Context: an optimization exercise on an open-source flow, tuned for small area, a short achievable clock period and few clock cycles. The choices shown serve that exercise and are no tape-out recipe.
In this exercise RTL edits were held to simulation tests only and were not proved equivalent to the original.
No activity file was given, so power comes from the tool's default toggle rates.

`flow/run.sh`:
```
#!/bin/bash
# synth_recipe.tcl (not shown) runs the flow's synth.tcl, then flattens the netlist and writes it again
# the make line also repeats each setting of config.mk as NAME=value (left out here)
make -C /OpenROAD-flow-scripts/flow DESIGN_CONFIG=/design/flow/config.mk WORK_HOME=/design/flow/orfs CLKGATE_MAP_FILE= SYNTH_SCRIPT=/design/flow/synth_recipe.tcl finish
```
`flow/config.mk`:
```
export PLATFORM = sky130hd
export DESIGN_NAME = egvlc
export DESIGN_NICKNAME = egvlc
export VERILOG_FILES = /design/flow/design.v
export SDC_FILE = /design/flow/constraint.sdc
export NUM_CORES = 4
export LEC_CHECK = 0
export CAP_MARGIN = 20
export CORE_MARGIN = 2
export CORE_UTILIZATION = 50
export SETUP_SLACK_MARGIN = 5
export SLEW_MARGIN = 20
export SYNTH_HIERARCHICAL = 1
export SYNTH_MINIMUM_KEEP_SIZE = 0
export TNS_END_PERCENT = 5
```
`flow/constraint.sdc`:
```
create_clock -name core_clock -period 12.0 [get_ports {clk}]
set_input_delay 2.4000 -clock core_clock [delete_from_list [all_inputs] [get_ports {clk}]]
set_output_delay 2.4000 -clock core_clock [all_outputs]
set_load 0.01 [all_outputs]
```
`flow/design.v`:
```
module egvlc (
  input  wire        clk,
  input  wire        rst,
  input  wire        reg_we,
  input  wire [7:0]  reg_addr,
  input  wire [31:0] reg_wdata,
  output wire [31:0] reg_rdata,
  output wire        mem_req,
  output wire [31:0] mem_addr,
  input  wire        mem_ack,
  input  wire [7:0]  mem_rdata,
  output wire        irq
);
  localparam [3:0] E_NONE = 4'd0, E_ILLEGAL = 4'd1, E_INPUT = 4'd2,
                   E_ABSENT = 4'd3, E_BADWIDTH = 4'd4, E_MARKER = 4'd5,
                   E_SHOWEX = 4'd6, E_NOTKEY = 4'd7, E_SYNC = 4'd8,
                   E_COLOR = 4'd9, E_RANGE = 4'd10;
  localparam [2:0] S_IDLE = 3'd0, S_FIN = 3'd1, S_RUN = 3'd2, S_AAC = 3'd3,
                   S_DRAIN = 3'd4;    
  localparam [2:0] F_OK = 3'd0, F_CINIT = 3'd1, F_SELF = 3'd2, F_BALIGN = 3'd3,
                   F_ILL = 3'd4, F_BADW = 3'd5, F_INPUT = 3'd6;
  localparam [2:0] K_RD = 3'b000, K_ALIGN = 3'b001, K_CLZ = 3'b100,
                   K_UE = 3'b110, K_SE = 3'b111;
  localparam [5:0] P_RET    = 6'd0,
                   H_NAL    = 6'd1,  H_PROF  = 6'd2,  H_LVL   = 6'd3,
                   H_SPSID  = 6'd4,  H_CF    = 6'd5,  H_SEP   = 6'd6,
                   H_BDL    = 6'd7,  H_BDC   = 6'd8,  H_QP    = 6'd9,
                   H_SMF    = 6'd10, H_LFLAG = 6'd11, H_DELTA = 6'd12,
                   H_FNUM   = 6'd13, H_POCT  = 6'd14, H_POCL  = 6'd15,
                   H_DPOZ   = 6'd16, H_ONR   = 6'd17, H_OTB   = 6'd18,
                   H_NCYC   = 6'd19, H_CYC   = 6'd20, H_NREF  = 6'd21,
                   H_GAPS   = 6'd22, H_WM1   = 6'd23, H_HM1   = 6'd24,
                   H_FMO    = 6'd25, H_MBAFF = 6'd26, H_D8    = 6'd27,
                   H_CROP   = 6'd28, H_CL    = 6'd29, H_CR    = 6'd30,
                   H_CT     = 6'd31, H_CB    = 6'd32, H_DERIVE = 6'd33,
                   H_CFD    = 6'd34, H_POCTD = 6'd35,
                   V_MARK   = 6'd40, V_LOW   = 6'd41, V_HIGH  = 6'd42,
                   V_RSV    = 6'd43, V_SHOWEX = 6'd44, V_FT   = 6'd45,
                   V_SHOWF  = 6'd46, V_ERRES = 6'd47, V_SYNC  = 6'd48,
                   V_BD     = 6'd49, V_CS    = 6'd50, V_FS    = 6'd51,
                   V_SSX    = 6'd52, V_SSY   = 6'd53, V_CRSV  = 6'd54,
                   V_SRGB   = 6'd55, V_ALIGN = 6'd56, V_W     = 6'd57,
                   V_H      = 6'd58, V_RF    = 6'd59, V_DW    = 6'd60,
                   V_DH     = 6'd61, V_COMMIT = 6'd62;
  reg        ctrl_strict, ctrl_ie;
  reg        st_done, st_ok, st_valid, st_sticky, st_drop;
  reg [3:0]  st_err;
  reg [2:0]  st_outw;
  reg [31:0] len_r, base_r;
  reg [35:0] pos;                 
  reg [31:0] lenb;                
  reg [31:0] lenbm1;              
  reg [63:0] res;                 
  reg [1:0]  res_md;              
  reg [63:0] out_w, out_h;
  reg [16:0] out_dw, out_dh;
  reg [11:0] out_vp9;             
  reg        out_key;             
  reg [3:0]  aac_ch;
  reg [23:0] aac_sr;
  reg        spf_w, spf_fl;       
  reg [2:0]  st;
  reg [2:0]  fin;                 
  reg        vkey;                
  reg        strict;
  reg [2:0]  rq;                  
  reg [5:0]  step;
  reg [2:0]  kind;
  reg        ph;                  
  reg        first;
  reg [6:0]  cnt;                 
  reg [35:0] sp;                  
  reg [63:0] acc;                 
  reg [7:0]  cb;                  
  reg        cbv;
  reg [7:0]  nb;                  
  reg        nbv;
  reg        inr;                 
  reg        pend;                
  reg [1:0]  dop;                 
  reg        pabs;                
  reg [69:0] hw, hh;              
  reg        h_pp, h_cf3;
  reg [3:0]  h_li;
  reg [5:0]  h_lj;
  reg [1:0]  v_prof;
  reg [1:0]  v_bd;
  reg [2:0]  v_cs;
  reg        v_fs, v_ssx, v_ssy;
  reg        a_x;                 
  wire busy = (st != S_IDLE);
  wire [35:0] lenbits = {1'b0, lenb, 3'b000};
  wire exh  = (pos >= lenbits);
  wire over = exh && (pos != lenbits);
  assign irq = st_done & ctrl_ie;
  egvlc_rmux u_rmux (
    .a       (reg_addr[7:2]),
    .ctrl    ({ctrl_ie, ctrl_strict}),
    .status  ({st_outw, st_drop, st_sticky, over, exh,
               st_err, st_valid, st_ok, st_done, busy}),
    .len_r   (len_r),
    .base_r  (base_r),
    .pos     (pos),
    .lenb    (lenb),
    .res     (res),
    .res_md  (res_md),
    .out_w   (out_w),
    .out_h   (out_h),
    .out_dw  (out_dw),
    .out_dh  (out_dh),
    .vp9     ({out_key, out_vp9[11:4], out_vp9[1:0] != 2'd0,
               out_vp9[1:0] == 2'd3, out_vp9[1:0] == 2'd2}),
    .aac_ch  (aac_ch),
    .aac_sr  (aac_sr),
    .spf     ({spf_w & ~spf_fl, spf_w & spf_fl}),
    .rdata   (reg_rdata)
  );
  wire        in_range = inr;
  wire [2:0]  off      = sp[2:0];
  wire        nul;
  wire        is_al    = (kind == K_ALIGN);
  wire [6:0]  cnt_e    = is_al ? {4'd0, 3'd0 - off} : cnt;
  wire        rd_empty = !ph && (cnt_e == 7'd0);
  wire        inr1     = inr && (sp[34:3] != lenbm1);
  wire        cur_need = (st == S_RUN) && !nul && inr && !cbv && !rd_empty;
  wire        pf_need  = (st == S_RUN) && !nul && cbv && !nbv && inr1;
  egvlc_madd u_madd (.base(base_r), .idx(sp[34:3]), .ci(cbv), .addr(mem_addr));
  assign mem_req  = (st == S_AAC) || pend || cur_need || pf_need;
  wire [7:0] byt = !in_range ? 8'd0 : cbv ? cb : mem_rdata;
  wire [7:0] mb  = byt & (8'hFF >> off);
  reg  [3:0] lz;                       
  always @* begin
    casez (mb)
      8'b1???????: lz = 4'd0;
      8'b01??????: lz = 4'd1;
      8'b001?????: lz = 4'd2;
      8'b0001????: lz = 4'd3;
      8'b00001???: lz = 4'd4;
      8'b000001??: lz = 4'd5;
      8'b0000001?: lz = 4'd6;
      8'b00000001: lz = 4'd7;
      default:     lz = 4'd8;
    endcase
  end
  wire        found = (mb != 8'd0);
  wire [63:0] acc_m = first ? 64'd0 : acc;
  wire [35:0] zsum  = acc_m[35:0] + {32'd0, lz - {1'b0, off}};
  wire        a_hi  = (acc_m[35:6] != 30'd0);
  reg  [7:0]  lead, p_big, p_fit;
  reg  [31:0] p_lo;
  reg  [55:0] p_cn;
  reg  [63:0] p_acc;
  reg  [6:0]  zc_p;
  reg  [2:0]  room_p, k_p;
  reg  [7:0]  fld_p;
  integer p;
  always @* begin
    for (p = 0; p < 8; p = p + 1) begin
      lead[p]  = mb[7-p] && ((mb >> (8-p)) == 8'd0);
      zc_p     = first ? {4'd0, p[2:0] - off} : ({1'b0, acc_m[5:0]} + p[6:0]);
      room_p   = 3'd7 - p[2:0];
      p_fit[p] = first ? ({4'd0, p[2:0] - off} <= {4'd0, room_p})
                       : ({1'b0, acc_m[5:0]} + 7'd2 * p[6:0] <= 7'd7);
      k_p      = p_fit[p] ? zc_p[2:0] : room_p;
      fld_p    = (byt << (p + 1)) >> (4'd8 - {1'b0, k_p});
      p_big[p] = !first && (a_hi || ({1'b0, acc_m[5:0]} >= 7'd64 - p[6:0]));
      p_lo[4*p +: 4]  = p[3:0] + 4'd1 + {1'b0, k_p};
      p_cn[7*p +: 7]  = zc_p - {4'd0, k_p};
      p_acc[8*p +: 8] = (8'd1 << k_p) | fld_p;
    end
  end
  wire        zbig   = |(lead & p_big);
  wire        f_fit  = |(lead & p_fit);
  reg  [3:0]  f_lo;
  reg  [6:0]  f_cn;
  reg  [7:0]  f_acc;
  integer q;
  always @* begin
    f_lo = 4'd0; f_cn = 7'd0; f_acc = 8'd0;
    for (q = 0; q < 8; q = q + 1) begin
      f_lo  = f_lo  | ({4{lead[q]}} & p_lo[4*q +: 4]);
      f_cn  = f_cn  | ({7{lead[q]}} & p_cn[7*q +: 7]);
      f_acc = f_acc | ({8{lead[q]}} & p_acc[8*q +: 8]);
    end
  end
  wire [7:0] t_rd   = {1'b0, cnt_e} + {5'd0, off};
  wire       fits   = (t_rd <= 8'd8);
  wire [3:0] room   = 4'd8 - {1'b0, off};
  wire [3:0] k      = fits ? cnt_e[3:0] : room;
  wire [7:0] b_shl  = byt << off;
  wire [7:0] field  = b_shl >> (4'd8 - k);
  wire [63:0] acc_r = (acc_m << k) | {56'd0, field};
  wire [6:0] cnt_n  = t_rd[6:0] - 7'd8;
  wire uel     = kind[1];               
  wire avail   = !in_range || cbv || mem_ack || rd_empty;
  wire go      = (st == S_RUN) && !nul && avail;
  reg        e_done, e_abs, sp_hold, to_rd;
  reg [3:0]  lo_add;
  reg [63:0] acc_n;
  reg [6:0]  cnt_nx;
  always @* begin
    e_done = 1'b0; e_abs = 1'b0; sp_hold = 1'b0; to_rd = 1'b0;
    lo_add = {1'b0, off};
    acc_n  = acc_r;
    cnt_nx = cnt_n;
    if (ph) begin
      if (!in_range) begin                   
        e_done = 1'b1; e_abs = uel; acc_n = acc_m;
      end else if (!found) begin
        lo_add = 4'd8; acc_n = {28'd0, zsum};
      end else if (!uel) begin                
        e_done = 1'b1; acc_n = {28'd0, zsum};
      end else if (zbig) begin
        e_done = 1'b1; e_abs = 1'b1; lo_add = lz;
      end else begin
        lo_add = f_lo;
        acc_n  = {56'd0, f_acc};
        cnt_nx = f_cn;
        to_rd  = 1'b1;
        e_done = f_fit;
      end
    end else begin
      if (rd_empty) begin                     
        e_done = 1'b1; acc_n = 64'd0; sp_hold = 1'b1;
      end else if (!in_range && (strict || first)) begin
        e_done = 1'b1; e_abs = 1'b1; sp_hold = 1'b1;
      end else begin
        lo_add = fits ? t_rd[3:0] : 4'd8;
        e_done = fits;
      end
    end
  end
  wire [32:0] sp3_inc = sp[35:3] + 33'd1;
  wire [35:0] sp_n   = sp_hold ? sp : {lo_add[3] ? sp3_inc : sp[35:3], lo_add[2:0]};
  wire        crs  = lo_add[3];
  wire        commit = e_done && (kind != K_CLZ) && (!e_abs || (uel && !strict));
  wire [63:0] val   = e_abs ? 64'd0 : acc_r;      
  wire [63:0] eg_c  = ph ? {56'd0, f_acc} : acc_r;
  wire [63:0] a_eff = e_abs ? 64'd1 : eg_c;       
  wire [69:0] sub_a  = dop[0] ? hh : hw;
  wire [69:0] sub_b  = !dop[1] ? 70'd1 : pabs ? 70'd2 : {5'd0, acc, 1'b0};
  wire [69:0] sub_d  = sub_a - sub_b;
  wire        h_bad  = (hw[69:63] != 7'd0) || (hh[69:63] != 7'd0);
  wire        cyc_stop = (hw == 70'd1) || (!strict && exh && st_sticky);
  assign nul = (step == H_DERIVE) || (step == V_COMMIT) ||
               (step == H_CFD) || (step == H_POCTD) ||
               ((step == H_CYC) && cyc_stop);
  wire [63:0] a_reg = pabs ? 64'd1 : acc;
  wire [16:0] v_inc = {1'b0, val[15:0]} + 17'd1;
  wire [7:0]  pv    = val[7:0];
  wire        prof_p = (pv == 8'd44)  || (pv == 8'd83)  || (pv == 8'd86) ||
                       (pv == 8'd100) || (pv == 8'd110) || (pv == 8'd118) ||
                       (pv == 8'd122) || (pv == 8'd128) || (pv == 8'd244);
  wire [3:0]  lim_l  = h_cf3 ? 4'd12 : 4'd8;
  wire [5:0]  lim_d  = (h_li < 4'd6) ? 6'd16 : 6'd32;
  wire [39:0] ab     = {acc[31:0], mem_rdata};
  wire [7:0]  ab0 = ab[15:8], ab1 = ab[7:0];
  wire [3:0]  a_sfi  = {ab0[2:0], ab1[7]};
  reg  [23:0] a_tab;
  always @* begin
    case (a_sfi)
      4'd0:  a_tab = 24'd96000;
      4'd1:  a_tab = 24'd88200;
      4'd2:  a_tab = 24'd64000;
      4'd3:  a_tab = 24'd48000;
      4'd4:  a_tab = 24'd44100;
      4'd5:  a_tab = 24'd32000;
      4'd6:  a_tab = 24'd24000;
      4'd7:  a_tab = 24'd22050;
      4'd8:  a_tab = 24'd16000;
      4'd9:  a_tab = 24'd12000;
      4'd10: a_tab = 24'd11025;
      4'd11: a_tab = 24'd8000;
      4'd12: a_tab = 24'd7350;
      default: a_tab = 24'd0;
    endcase
  end
  wire        len_gt4 = (len_r[31:3] != 29'd0) || (len_r[2] && len_r[1:0] != 2'd0);
  wire        a_sr_ok = a_x || (a_sfi < 4'd13);
  wire [23:0] a_sr    = a_x ? {ab[30:24], ab[23:8], ab[7]} : a_tab;
  wire [3:0]  a_ch    = ab[6:3];
  wire        a_fl    = ab[2];
  wire [2:0]  a_w     = {rq[2], rq[1] & a_sr_ok, rq[0]};
  wire [7:0] w_op = reg_wdata[7:0];
  wire [6:0] w_n  = reg_wdata[14:8];
  wire [2:0] w_rq = reg_wdata[18:16];
  wire w_known = (w_op == 8'h00) || (w_op == 8'h01) || (w_op == 8'h02) ||
                 (w_op == 8'h03) || (w_op == 8'h04) || (w_op == 8'h05) ||
                 (w_op == 8'h06) || (w_op == 8'h07) || (w_op == 8'h10) ||
                 (w_op == 8'h11) || (w_op == 8'h12) || (w_op == 8'h13) ||
                 (w_op == 8'h1F);
  wire w_ill = !w_known || reg_wdata[15] || (reg_wdata[31:19] != 13'd0) ||
               ((w_op != 8'h02) && (w_n != 7'd0)) ||
               ((w_op != 8'h10) && (w_rq != 3'd0));
  reg        br;
  always @* begin
    case (step)
      V_MARK:  br = (val[1:0] == 2'd2);
      V_SYNC:  br = (val[23:0] == 24'h498342);
      V_CS:    br = (val[2:0] == 3'd7);
      default: br = val[0];
    endcase
  end
  reg [5:0]  sq_sA, sq_sB;
  reg        sq_cA, sq_cB;
  reg [3:0]  sq_eA, sq_eB;
  wire [5:0] lf_next = (h_li + 4'd1 == lim_l) ? H_FNUM : H_LFLAG;
  always @* begin
    sq_cA = 1'b0; sq_cB = 1'b0; sq_eA = E_NONE; sq_eB = E_NONE;
    sq_sA = step; sq_sB = step;
    case (step)
      H_NAL:   begin sq_sA = H_PROF;  sq_sB = H_PROF;  end
      H_PROF:  begin sq_sA = H_LVL;   sq_sB = H_LVL;   end
      H_LVL:   begin sq_sA = H_SPSID; sq_sB = H_SPSID; end
      H_SPSID: begin sq_sA = h_pp ? H_CF : H_FNUM; sq_sB = sq_sA; end
      H_CF:    begin sq_sA = H_CFD;   sq_sB = H_CFD;   end
      H_SEP:   begin sq_sA = H_BDL;   sq_sB = H_BDL;   end
      H_BDL:   begin sq_sA = H_BDC;   sq_sB = H_BDC;   end
      H_BDC:   begin sq_sA = H_QP;    sq_sB = H_QP;    end
      H_QP:    begin sq_sA = H_SMF;   sq_sB = H_SMF;   end
      H_SMF:   begin sq_sA = H_LFLAG; sq_sB = H_FNUM;  end
      H_LFLAG: begin sq_sA = H_DELTA; sq_sB = lf_next; end
      H_DELTA: begin
                 sq_sA = (h_lj + 6'd1 == lim_d) ? lf_next : H_DELTA;
                 sq_sB = sq_sA;
               end
      H_FNUM:  begin sq_sA = H_POCT;  sq_sB = H_POCT;  end
      H_POCT:  begin sq_sA = H_POCTD; sq_sB = H_POCTD; end
      H_POCL:  begin sq_sA = H_NREF;  sq_sB = H_NREF;  end
      H_DPOZ:  begin sq_sA = H_ONR;   sq_sB = H_ONR;   end
      H_ONR:   begin sq_sA = H_OTB;   sq_sB = H_OTB;   end
      H_OTB:   begin sq_sA = H_NCYC;  sq_sB = H_NCYC;  end
      H_NCYC:  begin sq_sA = H_CYC;   sq_sB = H_CYC;   end
      H_CYC:   begin sq_sA = H_CYC;   sq_sB = H_CYC;   end
      H_NREF:  begin sq_sA = H_GAPS;  sq_sB = H_GAPS;  end
      H_GAPS:  begin sq_sA = H_WM1;   sq_sB = H_WM1;   end
      H_WM1:   begin sq_sA = H_HM1;   sq_sB = H_HM1;   end
      H_HM1:   begin sq_sA = H_FMO;   sq_sB = H_FMO;   end
      H_FMO:   begin sq_sA = H_D8;    sq_sB = H_MBAFF; end
      H_MBAFF: begin sq_sA = H_D8;    sq_sB = H_D8;    end
      H_D8:    begin sq_sA = H_CROP;  sq_sB = H_CROP;  end
      H_CROP:  begin sq_sA = H_CL;    sq_sB = H_DERIVE; end
      H_CL:    begin sq_sA = H_CR;    sq_sB = H_CR;    end
      H_CR:    begin sq_sA = H_CT;    sq_sB = H_CT;    end
      H_CT:    begin sq_sA = H_CB;    sq_sB = H_CB;    end
      H_CB:    begin sq_sA = H_DERIVE; sq_sB = H_DERIVE; end
      V_MARK:  begin sq_sA = V_LOW; sq_cB = 1'b1; sq_eB = E_MARKER; end
      V_LOW:   begin sq_sA = V_HIGH;  sq_sB = V_HIGH;  end
      V_HIGH:  begin sq_sA = v_prof[0] ? V_RSV : V_SHOWEX; sq_sB = V_SHOWEX; end
      V_RSV:   begin sq_sA = V_SHOWEX; sq_sB = V_SHOWEX; end
      V_SHOWEX: begin sq_cA = 1'b1; sq_eA = E_SHOWEX; sq_sB = V_FT; end
      V_FT:    begin
                 sq_cA = 1'b1; sq_eA = vkey ? E_NONE : E_NOTKEY;
                 sq_cB = vkey; sq_sB = V_SHOWF;
               end
      V_SHOWF: begin sq_sA = V_ERRES; sq_sB = V_ERRES; end
      V_ERRES: begin sq_sA = V_SYNC;  sq_sB = V_SYNC;  end
      V_SYNC:  begin sq_sA = v_prof[1] ? V_BD : V_CS; sq_cB = 1'b1; sq_eB = E_SYNC; end
      V_BD:    begin sq_sA = V_CS;    sq_sB = V_CS;    end
      V_CS:    begin sq_sA = V_SRGB;  sq_sB = V_FS;    end
      V_FS:    begin sq_sA = v_prof[0] ? V_SSX : V_ALIGN; sq_sB = sq_sA; end
      V_SSX:   begin sq_sA = V_SSY;   sq_sB = V_SSY;   end
      V_SSY:   begin sq_sA = V_CRSV;  sq_sB = V_CRSV;  end
      V_CRSV:  begin sq_sA = V_ALIGN; sq_sB = V_ALIGN; end
      V_SRGB:  begin
                 sq_cA = !v_prof[0]; sq_eA = E_COLOR; sq_sA = V_ALIGN;
                 sq_cB = sq_cA;      sq_eB = E_COLOR; sq_sB = V_ALIGN;
               end
      V_ALIGN: begin sq_sA = V_W;     sq_sB = V_W;     end
      V_W:     begin sq_sA = V_H;     sq_sB = V_H;     end
      V_H:     begin sq_sA = V_RF;    sq_sB = V_RF;    end
      V_RF:    begin sq_sA = V_DW;    sq_sB = V_COMMIT; end
      V_DW:    begin sq_sA = V_DH;    sq_sB = V_DH;    end
      V_DH:    begin sq_sA = V_COMMIT; sq_sB = V_COMMIT; end
      default: ;
    endcase
  end
  reg        f_go, f_ok, f_valid;
  reg [3:0]  f_err;
  reg [2:0]  f_outw;
  reg        l_go;                  
  reg [5:0]  l_step;
  reg [9:0]  l_el;
  wire [9:0] el_A = step_elem(sq_sA, 3'd0);
  wire [9:0] el_B = step_elem(sq_sB, 3'd0);
  function [9:0] step_elem(input [5:0] stp, input [2:0] spl);
    case (stp)
      H_NAL, H_PROF:
               step_elem = {K_RD, 7'd8};
      H_LVL, V_W, V_H, V_DW, V_DH:
               step_elem = {K_RD, 7'd16};
      H_SPSID, H_CF, H_BDL, H_BDC, H_FNUM, H_POCT, H_POCL, H_NCYC,
      H_NREF, H_WM1, H_HM1, H_CL, H_CR, H_CT, H_CB:
               step_elem = {K_UE, 7'd0};
      H_ONR, H_OTB, H_DELTA, H_CYC:
               step_elem = {K_SE, 7'd0};
      V_MARK:  step_elem = {K_RD, 7'd2};
      V_SYNC:  step_elem = {K_RD, 7'd24};
      V_CS:    step_elem = {K_RD, 7'd3};
      V_ALIGN: step_elem = {K_ALIGN, 7'd0};
      default: step_elem = {K_RD, 7'd1};
    endcase
  endfunction
  always @(posedge clk) begin
    f_go = 1'b0; f_ok = 1'b0; f_valid = 1'b0; f_err = E_NONE; f_outw = 3'd0;
    l_go = 1'b0; l_step = step; l_el = el_B;
    if (rst) begin
      ctrl_strict <= 1'b1;
      ctrl_ie     <= 1'b0;
      st_done     <= 1'b0;
      st_ok       <= 1'b0;
      st_valid    <= 1'b0;
      st_err      <= E_NONE;
      st_sticky   <= 1'b0;
      st_drop     <= 1'b0;
      st_outw     <= 3'd0;
      len_r       <= 32'd0;
      base_r      <= 32'd0;
      pos         <= 36'd0;
      lenb        <= 32'd0;
      lenbm1      <= 32'hFFFFFFFF;
      res         <= 64'd0;
      res_md      <= 2'd0;
      out_w       <= 64'd0;
      out_h       <= 64'd0;
      out_dw      <= 17'd0;
      out_dh      <= 17'd0;
      out_vp9     <= 12'd0;
      out_key     <= 1'b0;
      aac_ch      <= 4'd0;
      aac_sr      <= 24'd0;
      spf_w       <= 1'b0;
      spf_fl      <= 1'b0;
      st          <= S_IDLE;
      pend        <= 1'b0;
      dop         <= 2'd0;
    end else begin
      pend <= mem_req && !mem_ack && (st != S_AAC);
      dop  <= 2'd0;
      if (reg_we) begin
        case (reg_addr[7:2])
          6'h00: if (busy) st_drop <= 1'b1;
                 else begin ctrl_strict <= reg_wdata[0]; ctrl_ie <= reg_wdata[1]; end
          6'h01: if (busy) st_drop <= 1'b1;
                 else begin
                   st_done <= 1'b0;
                   strict  <= ctrl_strict;
                   vkey    <= (w_op == 8'h12);
                   rq      <= w_rq;
                   cbv     <= 1'b0;
                   nbv     <= 1'b0;
                   inr     <= !exh;
                   first   <= 1'b1;
                   sp      <= pos;
                   step    <= P_RET;
                   cnt     <= w_n;
                   st      <= S_RUN;
                   if (w_ill) begin
                     st <= S_FIN; fin <= F_ILL;
                   end else begin
                     case (w_op)
                       8'h01: begin
                         pos <= 36'd0; lenb <= len_r; st_sticky <= 1'b0;
                         lenbm1 <= len_r - 32'd1;
                         st <= S_FIN; fin <= F_OK;
                       end
                       8'h02: begin
                         kind <= K_RD; ph <= 1'b0;
                         if (w_n == 7'd0 || w_n > 7'd64) begin
                           st <= S_FIN; fin <= F_BADW;
                         end
                       end
                       8'h03: begin kind <= K_CLZ; ph <= 1'b1; end
                       8'h04: begin kind <= K_UE;  ph <= 1'b1; end
                       8'h05: begin kind <= K_SE;  ph <= 1'b1; end
                       8'h06: begin st <= S_FIN; fin <= F_BALIGN; end
                       8'h07: begin
                         kind <= K_ALIGN; ph <= 1'b0;
                       end
                       8'h10: begin
                         sp <= 36'd0; a_x <= 1'b0;
                         if (len_r[31:1] == 31'd0) begin
                           st <= S_FIN; fin <= F_INPUT;
                         end else st <= S_AAC;
                       end
                       8'h11, 8'h12, 8'h13: begin
                         if (len_r == 32'd0) begin
                           st <= S_FIN; fin <= F_INPUT;
                         end else begin
                           pos <= 36'd0; lenb <= len_r; st_sticky <= 1'b0;
                           lenbm1 <= len_r - 32'd1;
                           sp  <= 36'd0; inr <= 1'b1;
                           kind <= K_RD; ph <= 1'b0;
                           if (w_op == 8'h11) begin
                             step <= H_NAL; cnt <= 7'd8;
                           end else begin
                             step <= V_MARK; cnt <= 7'd2;
                           end
                         end
                       end
                       8'h1F: begin st <= S_FIN; fin <= F_SELF; end
                       default: begin st <= S_FIN; fin <= F_OK; end    
                     endcase
                   end
                 end
          6'h02: begin
                   if (reg_wdata[1])  st_done <= 1'b0;
                   if (reg_wdata[11]) st_drop <= 1'b0;
                 end
          6'h03: if (busy) st_drop <= 1'b1; else len_r  <= reg_wdata;
          6'h04: if (busy) st_drop <= 1'b1; else base_r <= reg_wdata;
          6'h05: if (busy) st_drop <= 1'b1;
          default: ;
        endcase
      end
      if (st == S_RUN || st == S_DRAIN) begin
        if (go && !sp_hold && crs) begin
          if (nbv) begin
            cb <= nb; cbv <= 1'b1; nbv <= 1'b0;
          end else if (cbv && mem_ack) begin
            cb <= mem_rdata; cbv <= 1'b1;
          end else cbv <= 1'b0;
          inr <= inr1;
        end else begin
          if (go && !cbv && inr && mem_ack) begin cb <= mem_rdata; cbv <= 1'b1; end
          if (cbv && mem_ack) begin nb <= mem_rdata; nbv <= 1'b1; end
        end
      end
      if (dop[1]) begin
        if (dop[0]) hh <= sub_d; else hw <= sub_d;
      end
      case (st)
        S_FIN: begin
          f_go = 1'b1;
          case (fin)
            F_OK:     f_ok = 1'b1;
            F_SELF:   begin res <= 64'd254; res_md <= 2'd0; f_ok = 1'b1; f_valid = 1'b1; end
            F_BALIGN: begin res <= {61'd0, pos[2:0]}; res_md <= 2'd0; f_ok = 1'b1; f_valid = 1'b1; end
            F_ILL:    f_err = E_ILLEGAL;
            F_BADW:   begin res <= 64'd0; res_md <= 2'd0; st_sticky <= 1'b1; f_err = E_BADWIDTH; end
            default:  f_err = E_INPUT;
          endcase
        end
        S_AAC: begin
          if (mem_ack) begin
            acc <= {acc[55:0], mem_rdata};
            sp  <= {sp3_inc, 3'b000};
            if ((sp[5:3] == 3'd1 && !(a_sfi == 4'd15 && len_gt4)) ||
                sp[5:3] == 3'd4) begin
              if (a_w[0]) aac_ch <= a_ch;
              if (a_w[1]) aac_sr <= a_sr;
              if (a_w[2]) begin spf_w <= 1'b1; spf_fl <= a_fl; end
              f_go = 1'b1; f_ok = 1'b1; f_outw = a_w;
            end
            if (sp[5:3] == 3'd1) a_x <= 1'b1;
          end
        end
        S_DRAIN: begin
          if (mem_ack) begin
            st_done <= 1'b1;
            st      <= S_IDLE;
          end
        end
        S_RUN: begin
          if (nul) begin
            case (step)
              H_CYC: begin l_go = 1'b1; l_step = H_NREF; l_el = step_elem(H_NREF, 3'd0); end
              H_CFD: begin
                h_cf3 <= (a_reg == 64'd4);
                l_go = 1'b1;
                l_step = (a_reg == 64'd4) ? H_SEP : H_BDL;
                l_el = step_elem(l_step, 3'd0);
              end
              H_POCTD: begin
                l_go = 1'b1;
                l_step = (a_reg == 64'd1) ? H_POCL :
                         (a_reg == 64'd2) ? H_DPOZ : H_NREF;
                l_el = step_elem(l_step, 3'd0);
              end
              H_DERIVE: begin
                if (dop[1]) begin
                end else if (strict && h_bad) begin
                  f_go = 1'b1; f_err = E_RANGE;
                end else begin
                  out_w <= hw[63:0];
                  out_h <= hh[63:0];
                  f_go = 1'b1; f_ok = 1'b1;
                end
              end
              default: begin    
                out_w   <= {47'd0, hw[16:0]};
                out_h   <= {47'd0, hh[16:0]};
                out_dw  <= hw[33:17];
                out_dh  <= hh[33:17];
                out_vp9 <= {v_prof, v_fs, v_ssy, v_ssx, v_cs, 2'b00, v_bd};
                out_key <= 1'b1;
                f_go = 1'b1; f_ok = 1'b1;
              end
            endcase
          end else if (go) begin
            if (!sp_hold) sp <= sp_n;
            acc   <= acc_n;
            cnt   <= cnt_nx;
            first <= 1'b0;
            if (to_rd) ph <= 1'b0;
            if (commit) pos <= sp_n;
            if (e_done) begin
              pabs <= e_abs;
              if (step == P_RET) begin
                f_go = 1'b1;
                res_md <= 2'd0;
                if (kind == K_CLZ) begin
                  res <= acc_n;
                  f_ok = 1'b1; f_valid = 1'b1;
                end else if (e_abs) begin
                  res <= 64'd0; st_sticky <= 1'b1;
                  f_err = E_ABSENT;
                end else begin
                  case (kind)
                    K_RD:    res <= acc_n;
                    K_ALIGN: res <= {61'd0, 3'd0 - pos[2:0]};
                    default: begin
                      if (kind[0]) begin
                        res <= {1'b0, acc_n[63:1]}; res_md <= {2{acc_n[0]}};
                      end else begin
                        res <= acc_n; res_md <= 2'b01;
                      end
                    end
                  endcase
                  f_ok = 1'b1; f_valid = 1'b1;
                end
              end else if (e_abs && strict) begin
                st_sticky <= 1'b1;
                f_go = 1'b1; f_err = E_ABSENT;
              end else begin
                if (e_abs) st_sticky <= 1'b1;
                if (br ? sq_cA : sq_cB) begin
                  f_go = 1'b1;
                  f_err = br ? sq_eA : sq_eB;
                  f_ok = (f_err == E_NONE);
                  if (step == V_FT && vkey) out_key <= ~val[0];
                end else begin
                  l_go = 1'b1;
                  l_step = br ? sq_sA : sq_sB;
                  l_el   = br ? el_A : el_B;
                end
                case (step)
                  H_PROF:  h_pp <= prof_p;
                  H_SMF:   h_li <= 4'd0;
                  H_LFLAG: if (val[0]) h_lj <= 6'd0; else h_li <= h_li + 4'd1;
                  H_DELTA: if (h_lj + 6'd1 == lim_d) h_li <= h_li + 4'd1;
                           else h_lj <= h_lj + 6'd1;
                  H_NCYC:  hw <= {6'd0, a_eff};
                  H_CYC:   hw <= sub_d;
                  H_WM1:   hw <= {2'd0, a_eff, 4'd0};
                  H_HM1:   hh <= {6'd0, a_eff};
                  H_FMO:   hh <= val[0] ? {hh[65:0], 4'd0} : {hh[64:0], 5'd0};
                  H_CROP:  if (val[0]) begin hw[2] <= 1'b1; hh[2] <= 1'b1; end
                  H_CL, H_CR: dop <= 2'b10;
                  H_CT, H_CB: dop <= 2'b11;
                  V_LOW:   v_prof[0] <= val[0];
                  V_HIGH:  v_prof[1] <= val[0];
                  V_SYNC:  v_bd <= 2'd1;
                  V_BD:    v_bd <= val[0] ? 2'd3 : 2'd2;
                  V_CS:    v_cs <= val[2:0];
                  V_FS:    begin v_fs <= val[0]; v_ssx <= 1'b1; v_ssy <= 1'b1; end
                  V_SSX:   v_ssx <= val[0];
                  V_SSY:   v_ssy <= val[0];
                  V_SRGB:  begin v_ssx <= 1'b0; v_ssy <= 1'b0; v_fs <= 1'b1; end
                  V_W:     hw[16:0] <= v_inc;
                  V_H:     hh[16:0] <= v_inc;
                  V_RF:    begin hw[33:17] <= hw[16:0]; hh[33:17] <= hh[16:0]; end
                  V_DW:    hw[33:17] <= v_inc;
                  V_DH:    hh[33:17] <= v_inc;
                  default: ;
                endcase
              end
            end
          end
        end
        default: ;
      endcase
      if (l_go && !f_go) begin
        step  <= l_step;
        kind  <= l_el[9:7];
        ph    <= l_el[9];
        cnt   <= l_el[6:0];
        first <= 1'b1;
      end
      if (f_go) begin
        st_ok    <= f_ok;
        st_valid <= f_valid;
        st_err   <= f_err;
        st_outw  <= f_outw;
        if (mem_req && !mem_ack && st != S_AAC) begin
          st <= S_DRAIN;
        end else begin
          st_done <= 1'b1;
          st      <= S_IDLE;
        end
      end
    end
  end
endmodule
module egvlc_rmux (
  input  wire [5:0]  a,
  input  wire [1:0]  ctrl,
  input  wire [14:0] status,
  input  wire [31:0] len_r, base_r,
  input  wire [35:0] pos,
  input  wire [31:0] lenb,
  input  wire [63:0] res,
  input  wire [1:0]  res_md,
  input  wire [63:0] out_w, out_h,
  input  wire [16:0] out_dw, out_dh,
  input  wire [11:0] vp9,
  input  wire [3:0]  aac_ch,
  input  wire [23:0] aac_sr,
  input  wire [1:0]  spf,
  output reg  [31:0] rdata
);
  wire [63:0] rv_dec = res - 64'd1;
  wire [63:0] res_v  = res_md[0] ? (rv_dec ^ {64{res_md[1]}}) : res;
  always @* begin
    case (a)
      6'h00: rdata = {30'd0, ctrl};
      6'h02: rdata = {17'd0, status};
      6'h03: rdata = len_r;
      6'h04: rdata = base_r;
      6'h06: rdata = pos[31:0];
      6'h07: rdata = {28'd0, pos[35:32]};
      6'h08: rdata = {lenb[28:0], 3'b000};
      6'h09: rdata = {29'd0, lenb[31:29]};
      6'h0A: rdata = res_v[31:0];
      6'h0B: rdata = res_v[63:32];
      6'h0C: rdata = out_w[31:0];
      6'h0D: rdata = out_w[63:32];
      6'h0E: rdata = out_h[31:0];
      6'h0F: rdata = out_h[63:32];
      6'h10: rdata = {15'd0, out_dw};
      6'h11: rdata = {15'd0, out_dh};
      6'h12: rdata = {19'd0, vp9, 1'b0};
      6'h13: rdata = {28'd0, aac_ch};
      6'h14: rdata = {8'd0, aac_sr};
      6'h15: rdata = {21'd0, spf[1], {4{spf[0]}}, 6'd0};
      default: rdata = 32'd0;
    endcase
  end
endmodule
module egvlc_madd (
  input  wire [31:0] base,
  input  wire [31:0] idx,
  input  wire        ci,
  output wire [31:0] addr
);
  assign addr = base + idx + {31'd0, ci};
endmodule
```
==> results of run 1 <==
[Yosys stat by module (local to each module, per instance)]
module	cells	flip-flops and latches
egvlc	7710	762
egvlc_rmux	801	0
egvlc_madd	242	0
[worst max-delay path by stage]
stage,startpoint,endpoint,slack [ns]
finish,reg_addr[2],reg_rdata[5],4.64
global route,reg_addr[2],reg_rdata[24],4.67
CTS,reg_addr[2],reg_rdata[25],4.86
detailed placement,mem_rdata[3],res[31],1.66
global placement,mem_rdata[3],res[31],1.73
floorplan,mem_rdata[3],step[0],3.84
[state kept, by name, summed over array words and instances, names as in the netlist, 17 cells and up]
name,flops
lenbm1,32
out_dh,17
hw,70
out_h,64
acc,64
sp,36
out_w,64
pos,36
aac_sr,24
out_dw,17
base_r,32
lenb,32
res,64
hh,70
len_r,32
[cell type report]
class                      instances  share of cell area (%)
multi-input combinational       7097                    61.4
sequential                       762                    24.6
timing repair buffer             466                    5.99
clock buffer                     124                    3.47
tap                             1755                    2.94
inverter                         166                   0.867
clock inverter                    43                   0.711
antenna                           11                  0.0368
[cells in the mapped netlist (76+ instances only)]
master | n | area share [%]
xor2_1 | 162 | 2.2
and2_1 | 80 | 0.76
inv_1 | 158 | 0.90
nor2_1 | 637 | 3.6
clkbuf_1 | 611 | 3.5
mux2_2 | 126 | 2.2
dfxtp_1 | 453 | 14
o21ai_0 | 459 | 3.5
a22oi_1 | 220 | 2.5
nor2b_1 | 76 | 0.72
nand2_1 | 1408 | 8.0
mux2i_1 | 289 | 4.4
a21oi_1 | 823 | 6.2
nor4_1 | 112 | 1.1
nand3_1 | 331 | 2.5
edfxtp_1 | 309 | 14
a21o_1 | 126 | 1.4
nand4_1 | 99 | 0.94
nor3_1 | 188 | 1.4
o211ai_1 | 112 | 1.3
o22ai_1 | 133 | 1.3
xnor2_1 | 181 | 2.4
nand2b_1 | 76 | 0.72
ha_1 | 257 | 4.9
a31oi_1 | 123 | 1.2
a211oi_1 | 154 | 1.8
[tightest hold or removal path: stages (launching register included)]
cell,delay [ns]
dfxtp_1,0.31
nand2_1,0.05
a21oi_1,0.05
[where the power goes]
group	total, uW	internal (uW)	switching [uW]
combinational	1860	619	1250
clock	2990	1680	1310
sequential	2840	2730	106
total	7700	5030	2660
[through the flow]
stage	power, uW	setup WS [ns]	cell area (um2)
after floorplan	3850	3.84	66000
after global placement	4450	1.73	68300
after detailed placement	4460	1.66	68300
final	7700	4.64	74800
after global routing	7810	4.67	74700
after CTS	7520	4.86	74200
[logic make-up (layout without fill, tap and decap cells)]
logic type / after synthesis / count (layout) / share of synthesized area (%)
AND/OR/NAND/NOR: 3296 / 3299 / 23.2
AO/OA/AOI/OAI: 2761 / 2765 / 27.4
buffers and inverters: 903 / 799 / 5.27
flip-flops: 762 / 762 / 27.8
multiplexers: 423 / 423 / 6.73
XOR/XNOR: 343 / 343 / 4.55
adder cells (fa/ha/maj): 263 / 263 / 5.05
other: 2 / 15 / 0.0114
[layer usage]
metal | vias to the layer above | track usage (%) | routed length, um
met5 | - | 0 | 143
met4 | 24 | 31.3 | 28200
met3 | 1390 | 19.5 | 54200
met2 | 6180 | 69.6 | 139000
met1 | 35873 | 62.0 | 127000
li1 | 32076 | - | -
[what timing repair did]
action                     CTS  global route
cloned                      19             0
pin swaps                   81            34
setup buffers              113            18
resized for setup          450            72
setup endpoints to repair  472           207
==> results.sh, run 1 <==
export IMPL_status="timing/DRC/antenna clean"
export IMPL_routedWlPerCell_um=33.4
export IMPL_worstReg2RegEnd="cnt[3]"
export IMPL_port_buffers=115
export IMPL_core_area_um2=131000
export IMPL_cp_end_kind="output port"
export IMPL_antenna_found_initial=27
export IMPL_start_kind="input port"
export IMPL_nFillCells=12485
export IMPL_clk_latency_ns=0.77
export IMPL_total_leakage_power_uw=0.0278
export IMPL_cts_tree="done"
export IMPL_final_hold_viol_count=0
export IMPL_synth_area_um2=66000
export IMPL_synth_area_per_cell_um2=7.54
export IMPL_slew_violations=0
export IMPL_rrSetupSlack_ns=4.79
export IMPL_fin_worst_skew_ns=0.0953
export IMPL_peakVddDrop_uv=127
export IMPL_boundaryPins=118
export IMPL_fp_dieH_um=367
export IMPL_ys_flop_type="dfxtp_1"
export IMPL_fin_crit_ns=7.36
export IMPL_final_layout_size_suffix_gt1_share_pct=11.6
export IMPL_grt_ovfl_total=0
export IMPL_async_reset_ff_share_pct=0
export IMPL_final_nets=8898
export IMPL_slowest_delay_ns=0.65
export IMPL_min_from="out_h[30]"
export IMPL_drv_cap=0
export IMPL_cts_htree_levels=3
export IMPL_grt_setup_unrepaired="yes"
export IMPL_grt_pass1_vias=68024
export IMPL_ys_seq_elements=762
export IMPL_cts_root_buf="clkbuf_16"
export IMPL_vias_per_cell=7.25
export IMPL_clk_path_buf_depth=3
export IMPL_dr_pass1_iters=12
export IMPL_cp_max_fo=8
export IMPL_die_area_um2=135000
export IMPL_grt_pass1_wl_mm=492
export IMPL_hpwl_mm=252
export IMPL_holdBufCountCts=0
export IMPL_ff2ff_path_depth=29
export IMPL_worst_ep_arrival_time_ns=4.96
export IMPL_place_inst=10095
export IMPL_hold_class="flop to flop"
export IMPL_rows=133
export IMPL_ant_nets=0
export IMPL_ys_warn_count=8
export IMPL_drc_errors=0
export IMPL_relSlewSlack_pct=13.2
export IMPL_grt_usage_pct=49.2
export IMPL_finalSetupViolations=0
export IMPL_clkTransAtPathRegs_ns=0.06
export IMPL_num_vias=75543
export IMPL_start_util_pct=50.3
export IMPL_routed_wl_mm=348
export IMPL_routabilityCongestion=1.07
export IMPL_path_class="input port to output port"
export IMPL_final_cells=10424
export IMPL_die_x_um=367
export IMPL_worstHoldEndpoint="out_h[30]"
export IMPL_syn2layout_area_growth_pct=13.3
export IMPL_post_route_util_pct=56.9
export IMPL_cts_buffers=90
export IMPL_cts_sinks=762
export IMPL_min_period_over_period_pct=61.4
export IMPL_r2r_start="kind[0]"
export IMPL_tightest_slew_ns=1.30
export IMPL_final_common_cell="nand2_1"
export IMPL_p_per_area_nw_per_um2=103
export IMPL_grt_max_degree=133
export IMPL_multi_input_area_um2=45900
export IMPL_crit_buf_inv=7
export IMPL_cp_required_ns=9.60
export IMPL_cp_common_cell="buf_4"
export IMPL_slowest_stage="a222oi_1"
export IMPL_whs_ns=0.450
export IMPL_yosysSeqAreaShare_pct=27.8
export IMPL_fmax_mhz=136
export IMPL_synth_edf_count=309
export IMPL_worstPathCellList="buf_8 > buf_12 > nand2b_4 > buf_4 > nor2_4 > buf_12 > buf_4 > buf_4 > a222oi_1 > nand4_1 > a211oi_1 > o21ai_1 > buf_2"
export IMPL_synth_distinct_cells=122
export IMPL_seq_area_um2=18400
export IMPL_final_cell_mix="nand2_1 (1,391), a21oi_1 (804), nor2_1 (602)"
export IMPL_syn_inst=8753
export IMPL_setup_tns_ns=0
export IMPL_path_depth=13
export IMPL_hold_depth=2
export IMPL_cp_top_family="compound AO/OA/AOI/OAI gates"
export IMPL_drtIter0Drc=13531
Testbench counts, summed over its fixed seeds: cycles 23,788.
==> run 2: changes to the inputs <==
--- a/flow/config.mk
+++ b/flow/config.mk
@@ -9,3 +9,3 @@
 export CORE_MARGIN = 2
-export CORE_UTILIZATION = 50
+export CORE_UTILIZATION = 60
 export SETUP_SLACK_MARGIN = 5
==> run 2 against run 1 <==
Net effect: worst setup slack got worse by 0.25 ns; hold slack improved by 0.00083 ns; wire length decreased by 3.5%; die area decreased by 16%; flip-flop and latch count unchanged; clock-buffer cell count decreased by 4; sequential power about the same; synthesized cell count unchanged; clock power decreased by 5%; via count increased by 3.6%; synthesized area unchanged; critical path type unchanged; critical endpoint is now reg_rdata[25]; largest power group is now sequential cells.
==> results.sh, run 2 <==
export IMPL_routabilityCongestion=1.10
export IMPL_grt_setup_unrepaired="yes"
export IMPL_hpwl_mm=239
export IMPL_cts_tree="done"
export IMPL_finalSetupViolations=0
export IMPL_setup_tns_ns=0
export IMPL_r2r_start="kind[1]"
export IMPL_ys_seq_elements=762
export IMPL_ys_flop_type="dfxtp_1"
export IMPL_final_nets=8843
export IMPL_status="timing/DRC/antenna clean"
export IMPL_synth_common_cells="nand2_1 (1,408), a21oi_1 (823), nor2_1 (637)"
export IMPL_num_vias=78249
export IMPL_antenna_found_initial=30
export IMPL_path_class="input port to output port"
export IMPL_start_util_pct=60.5
export IMPL_relSlewSlack_pct=7.32
export IMPL_cp_max_fo=11
export IMPL_cts_buffers=88
export IMPL_synth_largest_area_cell="edfxtp_1"
export IMPL_final_layout_size_suffix_gt1_share_pct=10.7
export IMPL_synth_most_common_cell="nand2_1"
export IMPL_rrSetupSlack_ns=4.60
export IMPL_boundaryPins=118
export IMPL_grt_ovfl_total=0
export IMPL_hold_depth=2
export IMPL_clk_latency_ns=0.73
export IMPL_total_leakage_power_uw=0.0273
export IMPL_rows=121
export IMPL_final_common_cell="nand2_1"
export IMPL_syn2layout_area_growth_pct=11.3
export IMPL_whs_ns=0.451
export IMPL_fp_dieH_um=336
export IMPL_slew_violations=0
export IMPL_dr_pass1_iters=12
export IMPL_die_area_um2=113000
export IMPL_fmax_mhz=131
export IMPL_fin_crit_ns=7.61
export IMPL_async_reset_ff_share_pct=0
export IMPL_ant_nets=0
export IMPL_post_route_util_pct=67.4
export IMPL_cp_required_ns=9.60
export IMPL_worstHoldEndpoint="out_w[22]"
export IMPL_worstReg2RegEnd="kind[0]"
export IMPL_cts_htree_levels=3
export IMPL_drtIter0Drc=17059
export IMPL_synth_edf_count=309
export IMPL_clkTransAtPathRegs_ns=0.06
export IMPL_routed_wl_mm=336
export IMPL_grt_max_degree=103
export IMPL_yosysSeqAreaShare_pct=27.8
export IMPL_routedWlPerCell_um=33.5
export IMPL_die_x_um=336
export IMPL_ys_warn_count=8
export IMPL_cts_sinks=762
export IMPL_p_per_area_nw_per_um2=102
export IMPL_synthTopCellsByArea="edfxtp_1 (14%), dfxtp_1 (14%), nand2_1 (8.0%), a21oi_1 (6.2%), ha_1 (4.9%)"
export IMPL_final_hold_viol_count=0
export IMPL_hold_class="flop to flop"
export IMPL_drv_cap=0
export IMPL_peakVddDrop_uv=125
export IMPL_fin_worst_skew_ns=0.0507
export IMPL_port_buffers=115
export IMPL_grt_pass1_wl_mm=480
export IMPL_yosys_area_top_type_share_pct=14.1
export IMPL_syn_inst=8753
export IMPL_final_cell_mix="nand2_1 (1,388), a21oi_1 (812), nor2_1 (605)"
export IMPL_cp_end_kind="output port"
export IMPL_min_from="out_w[22]"
export IMPL_vias_per_cell=7.79
export IMPL_grt_pass1_vias=70332
export IMPL_cts_root_buf="clkbuf_16"
export IMPL_start_kind="input port"
export IMPL_top_regs="hh x70, hw x70"
export IMPL_worst_ep_arrival_time_ns=5.21
export IMPL_synth_area_per_cell_um2=7.54
export IMPL_tightest_slew_ns=1.38
export IMPL_synth_distinct_cells=122
export IMPL_synth_area_um2=66000
export IMPL_drc_errors=0
export IMPL_core_area_um2=109000
export IMPL_clk_path_buf_depth=3
export IMPL_grt_usage_pct=57.2
export IMPL_ff2ff_path_depth=27
export IMPL_min_period_over_period_pct=63.4
==> run 2: cell counts after synthesis <==
Identical to the previous run, type by type.
==> run 2: kinds of logic after synthesis <==
logic type	Yosys count	share of synthesized area (%)
flops	762	27.8
simple gates	3296	23.2
xor+xnor	343	4.55
mux	423	6.73
compound gates	2761	27.4
buf+inv	903	5.27
fa+ha+maj	263	5.05
other cells	2	0.0114
==> run 2: modules after synthesis, one instance, submodules excluded <==
module | area, um2 | flip-flops and latches
egvlc_rmux | 5300 | 0
egvlc | 59000 | 762
egvlc_madd | 1650 | 0
==> run 2: cell type report <==
class	count	area, um2
tap	1414	1770
inverter	166	648
antenna	29	72.6
clock buffer	120	2530
multi-input combinational	7095	45800
fill	9374	35600
sequential	762	18400
clock inverter	43	428
timing repair buffer	415	3840
==> run 2: stage by stage <==
| stage | instance area (um2) | std cells | power, uW | setup slack (ns) |
|---|---|---|---|---|
| 5_1_grt | 73400 | 10020 | 7570 | 4.49 |
| 3_5_place_dp | 67800 | 9739 | 4430 | 1.82 |
| 6_report | 73400 | 10044 | 7510 | 4.39 |
| 3_3_place_gp | 67800 | 9736 | 4410 | 1.90 |
| 4_1_cts | 73000 | 10002 | 7270 | 4.71 |
| 2_1_floorplan | 66000 | 8755 | 3850 | 3.84 |
==> run 2: routing by layer <==
metal / share of wire [%] / GRT usage, % / up-vias
met1: 34 / 69.0 / 36062
met5: 0.26 / 3.17 / -
met4: 9.5 / 39.0 / 36
li1: - / - / 32009
met2: 37 / 76.1 / 7936
met3: 19 / 32.1 / 2206
==> run 2: critical path, stage by stage <==
cell and delay, ns:
clkbuf_4 0.19, nand4bb_4 0.29, nor2_4 0.11, buf_12 0.18, a222oi_1 0.79, nand4_1 0.38, a21o_1 0.27, a31oi_2 0.16
o211ai_2 0.11, dlygate4sd2_1 0.30
==> run 2: worst max path at each step <==
stage,end,slack [ns],from
after floorplan,step[0],3.84,mem_rdata[3]
after global placement,res[31],1.90,mem_rdata[3]
after detailed placement,res[32],1.82,mem_rdata[3]
after CTS,reg_rdata[25],4.71,reg_addr[2]
after global routing,res[31],4.49,mem_rdata[7]
final,reg_rdata[25],4.39,reg_addr[6]
==> run 2: report_power, final <==
part | total (uW) | internal [uW] | switching, uW
clock network | 2830 | 1580 | 1250
registers | 2840 | 2740 | 109
logic | 1830 | 589 | 1240
==> run 2: timing repair <==
item,CTS,global route
endpoints found under the hold margin,0,0
setup buffers,87,11
pin swaps,60,16
setup endpoints to repair,475,315
resized for setup,386,54
gates cloned,13,0
hold buffers,0,0
==> run 3: changes to the inputs <==
--- a/flow/design.v
+++ b/flow/design.v
@@ -341,3 +341,6 @@
       H_D8:    begin sq_sA = H_CROP;  sq_sB = H_CROP;  end
-      H_CROP:  begin sq_sA = H_CL;    sq_sB = H_DERIVE; end
+      H_CROP:  begin
+                 sq_sA = H_CL;
+                 sq_cB = 1'b1; sq_eB = (strict && h_bad) ? E_RANGE : E_NONE;
+               end
       H_CL:    begin sq_sA = H_CR;    sq_sB = H_CR;    end
@@ -371,5 +374,5 @@
       V_H:     begin sq_sA = V_RF;    sq_sB = V_RF;    end
-      V_RF:    begin sq_sA = V_DW;    sq_sB = V_COMMIT; end
+      V_RF:    begin sq_sA = V_DW;    sq_cB = 1'b1; end
       V_DW:    begin sq_sA = V_DH;    sq_sB = V_DH;    end
-      V_DH:    begin sq_sA = V_COMMIT; sq_sB = V_COMMIT; end
+      V_DH:    begin sq_cA = 1'b1;    sq_cB = 1'b1; end
       default: ;
@@ -641,2 +644,14 @@
                   if (step == V_FT && vkey) out_key <= ~val[0];
+                  if (step == H_CROP && f_err == E_NONE) begin
+                    out_w <= hw[63:0];
+                    out_h <= hh[63:0];
+                  end
+                  if (step == V_RF || step == V_DH) begin
+                    out_w   <= {47'd0, hw[16:0]};
+                    out_h   <= {47'd0, hh[16:0]};
+                    out_dw  <= (step == V_RF) ? hw[16:0] : hw[33:17];
+                    out_dh  <= (step == V_RF) ? hh[16:0] : v_inc;
+                    out_vp9 <= {v_prof, v_fs, v_ssy, v_ssx, v_cs, 2'b00, v_bd};
+                    out_key <= 1'b1;
+                  end
                 end else begin
--- a/flow/config.mk
+++ b/flow/config.mk
@@ -9,3 +9,3 @@
 export CORE_MARGIN = 2
-export CORE_UTILIZATION = 60
+export CORE_UTILIZATION = 50
 export SETUP_SLACK_MARGIN = 5
==> run 3 against run 2 <==
Net effect: highest routed layer unchanged; combinational power grew 4%; global-route usage shrank 8.3 points; wire length grew 5.3%; worst setup slack gained 0.0074 ns; largest power group is now the clock network; via count shrank 1.4%; still clean on timing, DRC and antenna; first-iteration DRC count shrank 19%; critical endpoint is now res[24].
==> results.sh, run 3 <==
export IMPL_status="timing/DRC/antenna clean"
export IMPL_routedWlPerCell_um=33.2
export IMPL_cp_required_ns=12.55
export IMPL_clk_latency_ns=0.75
export IMPL_num_vias=77129
export IMPL_min_period_over_period_pct=63.3
export IMPL_clk_path_buf_depth=3
export IMPL_cp_common_cell="buf_6"
export IMPL_syn2layout_area_growth_pct=13.8
export IMPL_grt_ovfl_total=0
export IMPL_start_kind="input port"
export IMPL_antenna_found_initial=27
export IMPL_synth_distinct_cells=127
export IMPL_drv_cap=0
export IMPL_dpl_cell_area_um2=69900
export IMPL_setup_tns_ns=0
export IMPL_top_regs="hh x70, hw x70"
export IMPL_holdBufCountCts=0
export IMPL_cts_buffers=92
export IMPL_synthTopCellsByArea="edfxtp_1 (14%), dfxtp_1 (13%), nand2_1 (8.4%), mux2i_1 (5.8%), a21oi_1 (5.0%)"
export IMPL_rows=134
export IMPL_total_leakage_power_uw=0.0287
export IMPL_finalSetupViolations=0
export IMPL_slowest_stage="fa_2"
export IMPL_start_util_pct=50.5
export IMPL_clkTransAtPathRegs_ns=0.06
export IMPL_grt_pass1_wl_mm=496
export IMPL_ys_flop_type="dfxtp_1"
export IMPL_final_nets=9126
export IMPL_fin_worst_skew_ns=0.0595
export IMPL_p_per_area_nw_per_um2=99.5
export IMPL_synth_largest_area_cell="edfxtp_1"
export IMPL_yosys_area_top_type_share_pct=13.8
export IMPL_tightest_slew_ns=1.27
export IMPL_synth_common_cells="nand2_1 (1,506), nor2_1 (792), a21oi_1 (669)"
export IMPL_synth_area_um2=67500
export IMPL_fin_crit_ns=7.60
export IMPL_routed_wl_mm=354
export IMPL_fp_dieH_um=371
export IMPL_async_reset_ff_share_pct=0
export IMPL_drc_errors=0
export IMPL_finalInstanceArea_um2=76800
export IMPL_cts_root_buf="clkbuf_16"
export IMPL_ys_seq_elements=762
export IMPL_final_common_cell="nand2_1"
export IMPL_grt_usage_pct=48.9
export IMPL_cts_tree="done"
export IMPL_cts_sinks=762
export IMPL_hpwl_mm=258
export IMPL_worst_ep_arrival_time_ns=8.15
export IMPL_routabilityCongestion=1.06
export IMPL_yosysSeqAreaShare_pct=27.2
export IMPL_crit_buf_inv=6
export IMPL_die_area_um2=138000
export IMPL_path_class="input port to flop"
export IMPL_syn_inst=8886
export IMPL_synth_most_common_cell="nand2_1"
export IMPL_slowest_delay_ns=0.49
export IMPL_grt_pass1_vias=68650
export IMPL_fmax_mhz=132
export IMPL_final_layout_size_suffix_gt1_share_pct=12.4
export IMPL_cp_top_family="simple AND/OR/NAND/NOR gates"
export IMPL_ys_warn_count=8
export IMPL_relSlewSlack_pct=15.5
export IMPL_cp_end_kind="flop"
export IMPL_ant_nets=0
export IMPL_final_cell_mix="nand2_1 (1,487), nor2_1 (762), a21oi_1 (647)"
export IMPL_dr_pass1_iters=11
export IMPL_slew_violations=0
export IMPL_cp_max_fo=4
export IMPL_hold_class="flop to flop"
export IMPL_port_buffers=115
export IMPL_nFillCells=12479
export IMPL_grt_setup_unrepaired="yes"
export IMPL_peakVddDrop_uv=97.8
export IMPL_final_hold_viol_count=0
export IMPL_die_x_um=371
export IMPL_core_area_um2=134000
export IMPL_synth_edf_count=309
export IMPL_boundaryPins=118
export IMPL_cts_htree_levels=3
export IMPL_synth_area_per_cell_um2=7.59
export IMPL_grt_max_degree=165
export IMPL_vias_per_cell=7.23
export IMPL_drtIter0Drc=13776
-- run 3: cell types whose count changed in the layout (fill, tap and decap cells not counted), moves of 20 or more --
| cell | previous run | this run |
|---|---|---|
| nor2_1 | 605 | 762 |
| buf_4 | 256 | 358 |
| xnor2_1 | 180 | 200 |
| and2_1 | 73 | 51 |
| a221o_1 | 17 | 37 |
| nand3_1 | 323 | 241 |
| a22oi_1 | 215 | 193 |
| o21ai_0 | 444 | 476 |
| mux2i_1 | 284 | 385 |
| nand2_1 | 1388 | 1487 |
| a311o_1 | 28 | 5 |
| a21oi_1 | 812 | 647 |
-- run 3: worst min-delay path: stages (launching register included) --
cell	delay (ns)
dfxtp_1	0.31
nand2_1	0.05
a21oi_1	0.05
-- run 3: worst paths after layout --
kind	startpoint	endpoint	slack, ns	depth (start not counted)
hold reg to reg	aac_sr[11]	aac_sr[11]	0.45	2
setup / recovery	mem_rdata[7]	res[24]	4.40	29
setup reg to reg	sp[0]	out_dh[11]	4.52	31
hold / removal	aac_sr[11]	aac_sr[11]	0.45	2
-- run 3: metrics by stage --
step | util (%) | setup WS [ns] | cells | total power [uW] | hold WS [ns]
CTS | 56.8 | 4.59 | 10607 | 7470 | 0.451
floorplan | - | 3.29 | 8888 | 3880 | 0.420
detailed placement | 52.3 | 1.85 | 10278 | 4490 | 0.445
finish | 57.5 | 4.40 | 10668 | 7640 | 0.453
global placement | 52.3 | 1.97 | 10278 | 4480 | 0.439
global route | 57.4 | 4.26 | 10656 | 7780 | 0.477
-- run 3: cells by family (layout without fill, tap and decap cells) --
| group | Yosys count | count (layout) | synth area share, % |
|---|---|---|---|
| AO/OA/AOI/OAI | 2642 | 2643 | 25.9 |
| XOR/XNOR | 376 | 376 | 4.88 |
| adder cells (fa/ha/maj) | 264 | 264 | 4.96 |
| buffers and inverters | 905 | 899 | 5.60 |
| flip-flops | 762 | 762 | 27.2 |
| multiplexers | 524 | 524 | 8.40 |
| other | 2 | 16 | 0.0111 |
| AND/OR/NAND/NOR | 3411 | 3416 | 23.0 |
-- run 3: area by class of cell --
cell class	instances	area [um2]	share of cell area (%)
Inverter	181	709	0.924
Multi-Input combinational cell	7227	47200	61.4
Tap cell	1768	2210	2.88
Antenna cell	12	30.0	0.0391
Timing Repair Buffer	546	5230	6.81
Sequential cell	762	18400	23.9
Clock inverter	41	322	0.419
Clock buffer	131	2760	3.59
-- run 3: routing by layer --
layer / track usage, % / vias up / wire length [um]
met4: 28.6 / 36 / 26700
li1: - / 32568 / -
met2: 68.8 / 6519 / 141000
met3: 19.6 / 1500 / 56500
met5: 0.979 / - / 481
met1: 62.5 / 36506 / 130000
-- run 3: power breakdown --
group / internal (uW) / switching [uW]
logic: 647 / 1260
registers: 2730 / 98.3
clock network: 1610 / 1280
-- run 3: what timing repair did --
| item | in CTS | in global routing |
|---|---|---|
| hold endpoints to repair | 0 | 0 |
| resized for setup | 379 | 99 |
| gates cloned | 15 | 5 |
| setup buffers | 142 | 41 |
| pin swaps | 103 | 63 |
| endpoints found under the setup margin | 651 | 623 |
-- run 3: modules after synthesis (local to each module, per instance) --
module,cells,times used,area (um2)
egvlc,7843,1,60500
egvlc_rmux,801,1,5300
egvlc_madd,242,1,1650
Testbench counts of run 3, summed over its fixed seeds: cycles 23,659.

[port drivers added, routing unchanged]
How much do the figures lean on ideal ports? The routed layouts below were timed once more, with nothing changed but the port constraints. Step 1 assumes that a clkbuf_16 drives the clock port and a buf_2 every other input. Step 2 also shifts input and output timing later by t, the mid clock arrival at the registers, as if the neighbouring blocks saw the same clock. Three values: ideal ports, drivers, drivers and shift; two values: the first two.
run	t (ns)	setup WS [ns]	worst hold slack (ns)	worst setup path after step 2	worst data-port slew with drivers (ns)
run 1	0.802	4.638 / 4.503 / 4.067	0.450 / 0.450 / 0.450	input to register	0.17
run 2	0.779	4.393 / 4.354 / 3.841	0.451 / 0.451 / 0.451	input to register	0.07
run 3	0.798	4.400 / 4.316 / 3.650	0.453 / 0.453 / 0.453	input to register	0.14
After both steps setup and hold are still met in every run listed. For run 3, which loses most, drivers alone change the setup slack by -0.084 ns; drivers and shift together by -0.750 ns.
